What follows belongs to an exercise in optimizing a design on an open flow for small area, a short achievable clock period and few clock cycles per item; a production flow would make more cautious choices.
In this exercise RTL edits were held to simulation tests only and were not proved equivalent to the original.
Power is estimated from default activity; no workload was simulated.

Design pce_codec, start of the top module:
module pce_codec (
    input  wire        clk,
    input  wire        rst,         
    input  wire        start,       
    input  wire        mode,        
    input  wire [5:0]  n_in,
    input  wire [5:0]  p_in,
    input  wire [5:0]  l_in,
    input  wire [32:0] data_in,
    output wire        done,        
    output wire [2:0]  err,         
    output wire [5:0]  res,         
    output wire [32:0] data_out
);
    localparam W  = 4;              
    localparam WV = W + 18;         
    localparam ERR_NONE      = 3'd0;
    localparam ERR_DIVERGED  = 3'd2;
    localparam ERR_MALFORMED = 3'd3;
    localparam ERR_PRECOND   = 3'd4;
    localparam S_IDLE = 0;
    localparam S_SCAN = 1;          
    localparam S_MPB  = 2;          
    localparam S_CORR = 3;          
    localparam S_D2   = 4;          
    localparam S_D3   = 5;          
    reg [5:0]  st;
    reg [32:0] R;
    reg [5:0]  n, p, l;
    reg [2:0]  k;
    reg [5:0]  nl;                  
    reg [5:0]  nk;                  
    reg [4:0]  i;                   
    reg [5:0]  rem;                 
    reg [5:0]  cnt;
    reg [3:0]  jq;                  
    reg        qsrc;                
    reg [5:0]  L;                   
    reg        chg;
    reg [2:0]  err_r;
    reg        done_r;
    assign data_out = R;
    assign res      = cnt;
  ...
Settings: LEC_CHECK=0, ABC_AREA=1, CAP_MARGIN=20, CORE_MARGIN=2, CORE_UTILIZATION=25, PLACE_DENSITY=0.5, SLEW_MARGIN=20; clock period 13.0 ns.
standard.sh (not shown) runs the stock make flow with config.mk's settings and CLKGATE_MAP_FILE= SYNTH_SCRIPT=/design/flow/synth_recipe.tcl, a recipe that flattens the netlist after the stock synthesis.
==> flow/flow/run.sh <==
#!/bin/bash
# Layout flow: the standard flow (standard.sh), with ORFS's timing repair
# asked to leave a setup margin of 7.2 ns instead of the default, so that the
# repair sizes and buffers the critical paths. The clock and the constraints
# are the standard flow's own.
set -euo pipefail
bash standard.sh SETUP_SLACK_MARGIN=7.2 finish > standard.log 2>&1
Testbench counts at the start, summed over its fixed seeds: cycles 6,638, items 1,920.
Rerun with:
==> flow/flow/run.sh (replaced) <==
#!/bin/bash
# Layout flow: the standard flow (standard.sh), with ORFS's timing repair
# asked to leave a setup margin of 7 ns instead of the default, so that the
# repair sizes and buffers the critical paths. The clock and the constraints
# are the standard flow's own.
set -euo pipefail
bash standard.sh SETUP_SLACK_MARGIN=7 finish > standard.log 2>&1
Settings changed: CORE_UTILIZATION 25 to 40, PLACE_DENSITY 0.5 to 0.6.
The new run passed the timing, DRC and antenna checks.
Clock skew hardly moves.
Combinational power is lower by about 8%.
Critical path depth shrinks by 14.
Power went down by 5.4%.
Cell area decreases by about 8%.
Hold slack is worse by 42 ps.
Wire length goes down by 10%.
Rerun with:
==> flow/flow/run.sh (replaced) <==
#!/bin/bash
# Layout flow: the standard flow (standard.sh), with ORFS's timing repair
# asked to leave a setup margin of 6 ns instead of the default, so that the
# repair sizes and buffers the critical paths. The clock and the constraints
# are the standard flow's own.
set -euo pipefail
bash standard.sh SETUP_SLACK_MARGIN=6 finish > standard.log 2>&1
Settings changed: CORE_UTILIZATION 40 to 25, PLACE_DENSITY 0.6 to 0.5.
=> Worst hold slack improves by 69 ps. Die area climbs by 59%. Cell count climbs by 7.1%. First-iteration DRC count drops by 21%. Via count drops by 4.7%. Setup slack degrades by 750 ps. Power drops by 3.2%. Global-route usage drops by 16 points. Utilization drops by 20 points.

Starting RTL as in the previous note.
==> flow/config.mk <==
export PLATFORM = sky130hd
export DESIGN_NAME = pce_codec
export DESIGN_NICKNAME = pce_codec
export VERILOG_FILES = /design/flow/design.v
export SDC_FILE = /design/flow/constraint.sdc
export NUM_CORES = 4
export LEC_CHECK = 0
export ABC_AREA = 1
export CAP_MARGIN = 20
export CORE_MARGIN = 2
export CORE_UTILIZATION = 25
export PLACE_DENSITY = 0.5
export SLEW_MARGIN = 20
==> flow/constraint.sdc <==
create_clock -name core_clock -period 13.0 [get_ports {clk}]
set_input_delay 2.6000 -clock core_clock [delete_from_list [all_inputs] [get_ports {clk}]]
set_output_delay 2.6000 -clock core_clock [all_outputs]
set_load 0.01 [all_outputs]
==> flow/flow/run.sh <==
#!/bin/bash
# Layout flow: the standard flow (standard.sh), with ORFS's timing repair
# asked to leave a setup margin of 6.8 ns instead of the default, so that the
# repair sizes and buffers the critical paths. The clock and the constraints
# are the standard flow's own.
set -euo pipefail
bash standard.sh SETUP_SLACK_MARGIN=6.8 finish > standard.log 2>&1
Testbench counts at the start, summed over its fixed seeds: cycles 6,638, items 1,920.
Next try:
==> flow/flow/run.sh (replaced) <==
#!/bin/bash
# Layout flow: the standard flow (standard.sh), with ORFS's timing repair
# asked to leave a setup margin of 7 ns instead of the default, so that the
# repair sizes and buffers the critical paths. The clock and the constraints
# are the standard flow's own.
set -euo pipefail
bash standard.sh SETUP_SLACK_MARGIN=7 finish > standard.log 2>&1
- ABC_AREA: 1 -> 0
Effect: Routed wire length came out higher by 7.6%; setup slack is worse by 0.71 ns; total power rises by 27%; clock power rose by about 4%; cell area goes up by 18%; final cell count decreases by 7.3%; first-iteration DRC count is higher by 12%; via count went up by 3.7%; combinational power increases by 41%; synthesized area rises by 6.9%; critical path depth decreases by 7.

## port drivers added, routing unchanged
The results above use ideal ports. As a check the final layouts listed here were re-extracted and re-timed, cells and wires unchanged. Step 1: set_driving_cell puts a clkbuf_16 on clk and a buf_2 on each other input, an assumption about the parent block. Step 2, shift: input delay + t, output delay - t, t = (earliest + latest rising clock arrival at the registers) / 2. This alone moves slack from input paths to output paths. Slacks: no drivers / after step 1 / after step 2; pairs: no drivers / after step 1.
| run | t, ns | setup WS [ns] | worst setup path at the end | slew at the worst register clock pin (ns) |
|---|---|---|---|---|
| the first run of note 1 | 0.475 | 7.215 / 7.215 / 6.876 | input to register | 0.11 / 0.11 |
| the second run of note 1 | 0.463 | 6.908 / 6.908 / 6.842 | input to register | 0.11 / 0.11 |
| the third run of note 1 | 0.472 | 6.160 / 6.160 / 5.939 | input to register | 0.11 / 0.11 |
| the first run of note 2 | 0.473 | 6.809 / 6.809 / 6.598 | input to register | 0.11 / 0.11 |
| the second run of note 2 | 0.487 | 6.098 / 6.098 / 5.785 | input to register | 0.12 / 0.12 |
After both steps every run listed still meets setup and hold. The setup slack of the first run of note 1, which loses most, moves by 0.000 ns with the drivers and by -0.339 ns with both steps.
